From an optimization exercise on the open Yosys and OpenROAD flow, aimed at small area, a short achievable clock period and few clock cycles; shortcuts taken in it are not production practice.
Function was checked by simulation only, so behaviour that the tests miss may differ from the original.
No activity file was given, so power comes from the tool's default toggle rates.

==> design.v <==
module oac_core (
    input  wire        clk,
    input  wire        rst,           
    input  wire [31:0] stack_init,    
    output reg         mem_req,
    output reg         mem_we,
    output reg  [6:0]  mem_addr,
    output reg  [31:0] mem_wdata,
    input  wire        mem_ready,
    input  wire [31:0] mem_rdata,
    output wire        halted,
    output wire        faulted,
    output reg  [2:0]  fault_kind,
    output reg  [31:0] fault_value,
    output reg  [31:0] fault_addr,
    input  wire [3:0]  dbg_idx,
    output wire [31:0] dbg_data
);
    localparam [4:0] OP_ADD_RR = 5'd1,  OP_ADD_MR = 5'd2,  OP_ADD_RM = 5'd3,  OP_ADD_IR = 5'd4;
    localparam [4:0] OP_SUB_RR = 5'd5,  OP_SUB_MR = 5'd6,  OP_SUB_RM = 5'd7,  OP_SUB_IR = 5'd8;
    localparam [4:0] OP_MOV_RR = 5'd9,  OP_MOV_MR = 5'd10, OP_MOV_RM = 5'd11, OP_MOV_IR = 5'd12;
    localparam [4:0] OP_INC    = 5'd13, OP_JMP    = 5'd14, OP_JZ     = 5'd15, OP_JN     = 5'd16;
    localparam [4:0] OP_JEQ    = 5'd17, OP_JNEQ   = 5'd18, OP_JGT    = 5'd19, OP_JLW    = 5'd20;
    localparam [4:0] OP_CALL   = 5'd21, OP_RET    = 5'd22;
    localparam [2:0] K_OOB = 3'd2, K_OVERFLOW = 3'd3, K_UNDERFLOW = 3'd4, K_BADREG = 3'd5;
    localparam [3:0] S_FETCH   = 4'd0,  S_DECODE  = 4'd1,  S_OP1     = 4'd2,  S_OP2 = 4'd3;
    localparam [3:0] S_OP3     = 4'd4,  S_SAVE    = 4'd5,  S_MADDR   = 4'd6,  S_MRD = 4'd7;
    localparam [3:0] S_MWR     = 4'd8,  S_RESTORE = 4'd9,  S_EXEC    = 4'd10, S_PUSH = 4'd11;
    localparam [3:0] S_POP     = 4'd12, S_HALT    = 4'd13, S_FAULT   = 4'd14;
    reg [3:0]  state;
    reg [31:0] regs [0:8];       
    reg [31:0] a;                
    reg [31:0] op1, op2, op3;    
    reg [31:0] u;                
    reg [31:0] v;                
    wire [31:0] pc    = regs[4];
    wire [31:0] ir    = regs[5];
    wire [31:0] flags = regs[6];
    wire [31:0] sb    = regs[7];
    wire [31:0] st    = regs[8];
    wire [4:0]  opc   = ir[4:0];
    assign halted   = (state == S_HALT);
    assign faulted  = (state == S_FAULT);
    assign dbg_data = (dbg_idx <= 4'd8) ? regs[dbg_idx] : 32'd0;
    wire valid_op = (ir >= 32'd1) && (ir <= 32'd22);
    wire is_add   = (opc >= OP_ADD_RR) && (opc <= OP_ADD_IR);
    wire is_sub   = (opc >= OP_SUB_RR) && (opc <= OP_SUB_IR);
    wire is_mov   = (opc >= OP_MOV_RR) && (opc <= OP_MOV_IR);
    wire is_alu3  = is_add || is_sub || is_mov;
    wire is_rr    = is_alu3 && (opc[1:0] == 2'd1);
    wire is_mr    = is_alu3 && (opc[1:0] == 2'd2);
    wire is_rm    = is_alu3 && (opc[1:0] == 2'd3);
    wire is_ir    = is_alu3 && (opc[1:0] == 2'd0);
    wire is_jcmp  = (opc >= OP_JEQ) && (opc <= OP_JLW);
    function oob;                      
        input [31:0] addr;
        oob = (addr[31:7] != 25'd0);
    endfunction
    function badreg;                   
        input [31:0] r;
        badreg = (r > 32'd8);
    endfunction
    reg  [31:0] ex_dst_idx;
    reg  [31:0] ex_dst_val;
    reg  [31:0] ex_src_val;
    reg  [31:0] ex_res;
    always @(*) begin
        ex_dst_idx = op2;
        ex_src_val = regs[op1[3:0]];
        if (opc == OP_INC) begin
            ex_dst_idx = op1;
            ex_src_val = 32'd1;
        end else if (is_ir) begin
            ex_src_val = op1;
        end else if (is_mr) begin
            ex_src_val = v;
        end else if (is_jcmp) begin
            ex_dst_idx = op1;
            ex_src_val = regs[op2[3:0]];
        end
        ex_dst_val = regs[ex_dst_idx[3:0]];
        if (is_sub || is_jcmp)
            ex_res = ex_dst_val - ex_src_val;
        else if (is_mov)
            ex_res = ex_src_val;
        else
            ex_res = ex_dst_val + ex_src_val;
    end
    wire [31:0] rm_res = is_add ? (v + u) : is_sub ? (v - u) : u;
    function [31:0] set_flags;
        input [31:0] f;
        input [31:0] x;
        set_flags = {f[31:2], x[31], (x == 32'd0)};
    endfunction
    wire [31:0] ex_flags = set_flags(flags, ex_res);
    wire        cond_taken =
        (opc == OP_JEQ)  ?  ex_flags[0] :
        (opc == OP_JNEQ) ? !ex_flags[0] :
        (opc == OP_JGT)  ? (!ex_flags[0] && !ex_flags[1]) :
                            ex_flags[1];                       
    reg       fault_now;
    reg [2:0] fault_kind_now;
    reg [31:0] fault_value_now;
    always @(*) begin
        mem_req         = 1'b0;
        mem_we          = 1'b0;
        mem_addr        = pc[6:0];
        mem_wdata       = 32'd0;
        fault_now       = 1'b0;
        fault_kind_now  = K_OOB;
        fault_value_now = pc;
        case (state)
            S_FETCH, S_OP1, S_OP2, S_OP3, S_MADDR, S_MRD: begin
                if (oob(pc)) fault_now = 1'b1;
                else         mem_req   = 1'b1;
            end
            S_SAVE: begin
                mem_addr  = st[6:0];
                mem_wdata = pc;
                mem_we    = 1'b1;
                fault_value_now = st;
                if (oob(st)) fault_now = 1'b1;
                else         mem_req   = 1'b1;
            end
            S_MWR: begin
                mem_wdata = rm_res;
                mem_we    = 1'b1;
                if (oob(pc)) fault_now = 1'b1;
                else         mem_req   = 1'b1;
            end
            S_RESTORE: begin
                mem_addr = st[6:0];
                fault_value_now = st;
                if (oob(st)) fault_now = 1'b1;
                else         mem_req   = 1'b1;
            end
            S_PUSH: begin
                mem_addr  = st[6:0];
                mem_wdata = pc + 32'd1;
                mem_we    = 1'b1;
                fault_value_now = st;
                if (st[31]) begin
                    fault_now      = 1'b1;
                    fault_kind_now = K_OVERFLOW;
                end else if (oob(st)) begin
                    fault_now = 1'b1;
                end else begin
                    mem_req = 1'b1;
                end
            end
            S_POP: begin
                mem_addr = st[6:0] + 7'd1;
                if ($signed(st) >= $signed(sb)) begin
                    fault_now       = 1'b1;
                    fault_kind_now  = K_UNDERFLOW;
                    fault_value_now = st;
                end else if (oob(st + 32'd1)) begin
                    fault_now       = 1'b1;
                    fault_value_now = st + 32'd1;
                end else begin
                    mem_req = 1'b1;
                end
            end
            default: ;
        endcase
    end
    wire done = mem_req && mem_ready;    
    integer i;
    always @(posedge clk) begin
        if (rst) begin
            state <= S_FETCH;
            for (i = 0; i < 7; i = i + 1)
                regs[i] <= 32'd0;
            regs[7]     <= stack_init;
            regs[8]     <= stack_init;
            a           <= 32'd0;
            op1         <= 32'd0;
            op2         <= 32'd0;
            op3         <= 32'd0;
            u           <= 32'd0;
            v           <= 32'd0;
            fault_kind  <= 3'd0;
            fault_value <= 32'd0;
            fault_addr  <= 32'd0;
        end else if (fault_now) begin
            state       <= S_FAULT;
            fault_kind  <= fault_kind_now;
            fault_value <= fault_value_now;
            fault_addr  <= (state == S_FETCH) ? pc : a;
        end else begin
            case (state)
                S_FETCH: begin
                    a <= pc;
                    if (done) begin
                        regs[5] <= mem_rdata;
                        state   <= S_DECODE;
                    end
                end
                S_DECODE: begin
                    if (!valid_op) begin
                        state <= S_HALT;
                    end else begin
                        regs[4] <= pc + 32'd1;
                        if (opc == OP_RET)  state <= S_POP;
                        else if (is_mr)     state <= S_SAVE;
                        else                state <= S_OP1;
                    end
                end
                S_OP1: if (done) begin
                    op1 <= mem_rdata;
                    if ((is_rr || is_rm || opc == OP_INC || is_jcmp) && badreg(mem_rdata)) begin
                        state       <= S_FAULT;
                        fault_kind  <= K_BADREG;
                        fault_value <= mem_rdata;
                        fault_addr  <= a;
                    end else if (opc == OP_JMP) begin
                        regs[4] <= mem_rdata;
                        state   <= S_FETCH;
                    end else if (opc == OP_JZ) begin
                        regs[4] <= flags[0] ? mem_rdata : pc + 32'd1;
                        state   <= S_FETCH;
                    end else if (opc == OP_JN) begin
                        regs[4] <= flags[1] ? mem_rdata : pc + 32'd1;
                        state   <= S_FETCH;
                    end else if (opc == OP_CALL) begin
                        op3   <= mem_rdata;
                        state <= S_PUSH;
                    end else if (opc == OP_INC) begin
                        state <= S_EXEC;
                    end else if (is_rm) begin
                        regs[4] <= pc + 32'd1;
                        state   <= S_SAVE;
                    end else begin             
                        regs[4] <= pc + 32'd1;
                        state   <= S_OP2;
                    end
                end
                S_OP2: if (done) begin
                    op2 <= mem_rdata;
                    if (badreg(mem_rdata)) begin
                        state       <= S_FAULT;
                        fault_kind  <= K_BADREG;
                        fault_value <= mem_rdata;
                        fault_addr  <= a;
                    end else if (is_jcmp) begin
                        regs[4] <= pc + 32'd1;
                        state   <= S_OP3;
                    end else begin
                        state <= S_EXEC;
                    end
                end
                S_OP3: if (done) begin
                    op3   <= mem_rdata;
                    state <= S_EXEC;
                end
                S_SAVE: begin
                    u <= regs[op1[3:0]];        
                    if (done) state <= S_MADDR;
                end
                S_MADDR: if (done) begin
                    regs[4] <= mem_rdata;       
                    state   <= (opc == OP_MOV_RM) ? S_MWR : S_MRD;
                end
                S_MRD: if (done) begin
                    v     <= mem_rdata;
                    state <= is_rm ? S_MWR : S_RESTORE;
                end
                S_MWR: if (done) begin
                    if (!is_mov)
                        regs[6] <= set_flags(flags, rm_res);
                    state <= S_RESTORE;
                end
                S_RESTORE: if (done) begin
                    regs[4] <= mem_rdata + 32'd1;    
                    state   <= is_mr ? S_OP2 : S_FETCH;
                end
                S_EXEC: begin
                    if (is_jcmp) begin
                        regs[6] <= ex_flags;
                        regs[4] <= cond_taken ? op3 : pc + 32'd1;
                    end else begin
                        if (!is_mov)
                            regs[6] <= ex_flags;
                        regs[ex_dst_idx[3:0]] <= ex_res;
                        if (ex_dst_idx[3:0] == 4'd4)
                            regs[4] <= ex_res + 32'd1;
                        else
                            regs[4] <= pc + 32'd1;
                    end
                    state <= S_FETCH;
                end
                S_PUSH: if (done) begin
                    regs[8] <= st - 32'd1;
                    regs[4] <= op3;
                    state   <= S_FETCH;
                end
                S_POP: if (done) begin
                    regs[8] <= st + 32'd1;
                    regs[4] <= mem_rdata;
                    state   <= S_FETCH;
                end
                default: ;                     
            endcase
        end
    end
endmodule
==> run.sh <==
#!/bin/bash
# synth_recipe.tcl (not shown) runs the flow's synth.tcl, then flattens the netlist and writes it again
# the make line also repeats each setting of config.mk as NAME=value (left out here)
make -C /OpenROAD-flow-scripts/flow DESIGN_CONFIG=/design/flow/config.mk WORK_HOME=/design/flow/orfs CLKGATE_MAP_FILE= SYNTH_SCRIPT=/design/flow/synth_recipe.tcl finish
==> config.mk <==
export PLATFORM = sky130hd
export DESIGN_NAME = oac_core
export DESIGN_NICKNAME = oac_core
export VERILOG_FILES = /design/flow/design.v
export SDC_FILE = /design/flow/constraint.sdc
export NUM_CORES = 4
export LEC_CHECK = 0
export CAP_MARGIN = 20
export CORE_MARGIN = 2
export CORE_UTILIZATION = 40
export SLEW_MARGIN = 20
==> constraint.sdc <==
create_clock -name core_clock -period 12.0 [get_ports {clk}]
set_input_delay 2.4000 -clock core_clock [delete_from_list [all_inputs] [get_ports {clk}]]
set_output_delay 2.4000 -clock core_clock [all_outputs]
set_load 0.01 [all_outputs]
==> results.toml <==
[outcome]
status = "no timing/DRC/antenna violations"

[yosys]
avgSynthCellArea_um2 = 8.54
syn_inst = 7079
synth_cell_types = 117
synth-main-ff-cell = "edfxtp_1"
ys_seq_area_share_pct = 33.5
synthTopCellsByArea = "edfxtp_1, mux4_2, dfxtp_1"
synth_area_um2 = 60500
yosysWarnings = 1
netlist.area_leader.share_pct = 25.4
synth_fp_nets = 7317
synth_xor_area_share_pct = 1.41
yosys.area.top_type = "edfxtp_1"
synth_compound_area_share_pct = 21.3
synth_top_family_by_area = "compound AO/OA/AOI/OAI gates"
ys_ff_latch = 755
synth_fa_ha_area_share_pct = 3.51
synth_edf_count = 512
synth_mux_area_share_pct = 13.4
synth-simple-area-share_pct = 20.8
async_flop_share_pct = 0

[finish]
area_growth_pct = 13.0
num-fill-cells = 14700
postLayoutCellArea_um2 = 68300
layout-drive-gt1-share_pct = 12.9
final_net_count = 7266

[detailed_routing]
dr.pass1.iters = 7
dr.first_iter.drc_count = 11100
wl_per_cell_um = 39.2
dr_total_vias = 65100
drc = 0
ant_nets = 0
vias_per_cell = 7.12
wl_um = 358000

[power]
p_leak_nw = 24.3
power_density_nw_per_um2 = 118
vdd_ir_drop_max_uv = 122

[grt]
antenna_found_initial = 41
track_usage_pct = 45.2
grt-ovfl-total = 0
grt_pass1_vias = 59000
grt_max_degree = 129
grt_pass1_wl_um = 486000

[run]
maxCapViolations = 0

[clocking]
clk-insertion-delay-late_ns = 0.76
cts_buffer_depth = 3
cts_tree = "built"
clockRootBuffer = "clkbuf_16"
cts_max_level = 3
cts_resized = 0
clk_pin_slew_ns = 0.07
cts_hold_buffers = 0
cts.sinks = 755
postCtsSetupBuffers = 0
numCtsBuffers = 91

[worst_setup_path]
ff2ff_setup_slack_ns = 1.49
max_stage_delay_ns = 1.05
critical_path_arrival_ns = 11.02
r2r-start = "regs[5][4]"
r2r_end = "regs[4][25]"
cp_max_fo = 35
cp.required_ns = 12.51
path_buf_inv = 1
crit_slowest_cell = "a21oi_1"
endpoint_kind = "flip-flop"
start_kind = "flip-flop"
criticalPathCategory = "reg2reg"
reg2reg_depth = 25
path_delay_family = "compound AO/OA/AOI/OAI gates"

[min_path]
hold_path_startpoint = "op1[28]"
min_to = "op1[28]"
hold_path_depth = 2
hold_path.class = "reg2reg"

[placement]
placed_area_um2 = 64900
gp_congestion = 1.07
io_buffers = 212
place_ws_ns = 1.94
dpl.hpwl_um = 257000

[sta]
hold_violations = 0
period_needed_ns = 10.51
worst_slew_pin_slew_ns = 1.34
setup_viol = 0
slew-limit-headroom_pct = 10.7
fin_crit_sh_pct = 87.6
fmax_ghz = 0.0951
setup_ws_ns = 1.49
slew_violations = 0
finalSetupTns_ns = 0
skew_ns = 0.0539
rsz0062_at_grt = "false"

[floorplanning]
io-pin-count = 213
die_area_um2 = 154000
die_h_um = 393
start_util_pct = 40.3
rows = 142
core_um2 = 150000
die_w_um = 393
-- where the power goes --
group | leakage (nW) | internal [mW] | switching, mW
Sequential | 6.94 | 2.90 | 0.110
Clock | 1.61 | 1.85 | 1.31
Combinational | 15.8 | 0.549 | 1.37
Total | 24.3 | 5.30 | 2.79
-- per-layer routing --
metal	global-route usage (%)	up-vias	share of wire, %
met5	0.0957	-	0.078
met4	33.2	44	9.1
met3	18.4	1326	15
met2	63.1	5590	40
met1	55.7	31800	36
li1	-	26300	-
-- cell families after synthesis --
kind of cell | after synthesis
simple gates | 2764
compound gates | 1922
buf+inv | 892
flops | 755
mux | 482
fa+ha+maj | 167
xor+xnor | 97
-- cells in the final DEF, fill, tap and decap left out, types with 56 or more instances in the layout --
cell | netlist | final
nand2_1 | 1177 | 1169
nor2_1 | 626 | 608
edfxtp_1 | 512 | 512
a21oi_1 | 499 | 490
o21ai_0 | 328 | 326
inv_1 | 270 | 270
nand3_1 | 260 | 258
mux4_2 | 256 | 256
buf_4 | 21 | 256
dfxtp_1 | 243 | 235
clkdlybuf4s50_1 | 0 | 208
ha_1 | 163 | 163
mux2i_1 | 165 | 160
a311oi_1 | 148 | 147
o22ai_1 | 136 | 135
nor3_1 | 140 | 132
a211oi_1 | 127 | 127
clkbuf_16 | 0 | 97
a22oi_1 | 82 | 82
nand2b_1 | 83 | 82
and3_1 | 79 | 77
a31oi_1 | 71 | 69
o221ai_1 | 63 | 63
xnor2_1 | 62 | 62
nor2b_1 | 59 | 58
mux2_2 | 59 | 57
nor4_1 | 61 | 57
and2_1 | 58 | 56
-- state kept, by name, indices dropped and copies added, names as in the netlist, named ones only --
register	count
state	4
fault_addr	32
op2	4
fault_value	32
u	32
regs	512
v	32
fault_kind	3
op3	32
op1	32
a	32
-- cell type report --
class                      count  area [um^2]  share of cell area [%]
inverter                     272         1020                    1.49
clock inverter                60          827                    1.21
sequential                   755        20300                    29.7
timing repair buffer         476         4190                    6.14
tap                         2016         2520                    3.69
multi-input combinational   5432        36900                    54.0
clock buffer                 110         2520                    3.68
antenna                       22         55.1                  0.0806
-- cell usage after synthesis (all sizes together) (63+ instances only) --
library cell and count:
clkbuf 441, nor2 631, buf 179, nor3 146, and3 79, dfxtp 243
mux4 257, inv 271, o221ai 63, ha 163, a21oi 502, a311oi 148
a22oi 82, edfxtp 512, nor4 68, a211oi 128, nand2 1179, o22ai 136
nand2b 83, nand3 261, a31oi 71, o21ai 350, mux2i 166
-- worst min-delay path, delay by kind of cell, from the launching register on --
kind	cells	cell delay (ns)
flops	1	0.31
simple gates	1	0.05
compound gates	1	0.05
-- through the flow --
step	util, %	hold WS (ns)	cells	total power, mW
after floorplan	-	0.423	7079	3.95
after global placement	43.2	0.435	8947	4.86
after detailed placement	43.3	0.437	8950	4.86
after CTS	45.5	0.454	9120	7.96
after global routing	45.5	0.467	9121	8.19
final	45.6	0.452	9143	8.09
-- how the worst max path moves through the flow --
stage / from / endpoint / slack (ns) / cells past startpoint
after global placement: regs[5][4] / regs[4][26] / 2.04 / 25
after global routing: regs[5][4] / regs[4][17] / 1.19 / 26
after CTS: regs[5][4] / regs[4][25] / 1.93 / 25
final: regs[5][4] / regs[4][25] / 1.49 / 25
after floorplan: regs[5][2] / regs[4][3] / 4.69 / 29
after detailed placement: regs[5][4] / regs[4][17] / 1.94 / 25
Testbench counts, summed over its fixed seeds: cycles 63,617.

==> afterwards: timing with drivers on the ports <==
The results above use ideal ports. As a check the final layout listed here was re-extracted and re-timed, cells and wires unchanged. Step 1 sets driving cells, clkbuf_16 on the clock port and buf_2 on the other inputs (assumed; they add their load-dependent delay and slew). Step 2 times the ports against the registers' clock, not the clock port: input delays grow and output delays shrink by t, the midpoint of the rising clock arrivals with the driver on. Slacks: ideal ports / drivers / drivers and shift; pairs: ideal ports / drivers.
t (ns): 0.824
setup WS [ns]: 1.488 / 1.488 / 1.488
worst hold slack (ns): 0.452 / 0.452 / 0.452
slew at the worst register clock pin (ns): 0.07 / 0.07
After both steps this run still meets setup and hold. The setup slack of this run moves by 0.000 ns with the drivers and by 0.000 ns with both steps.
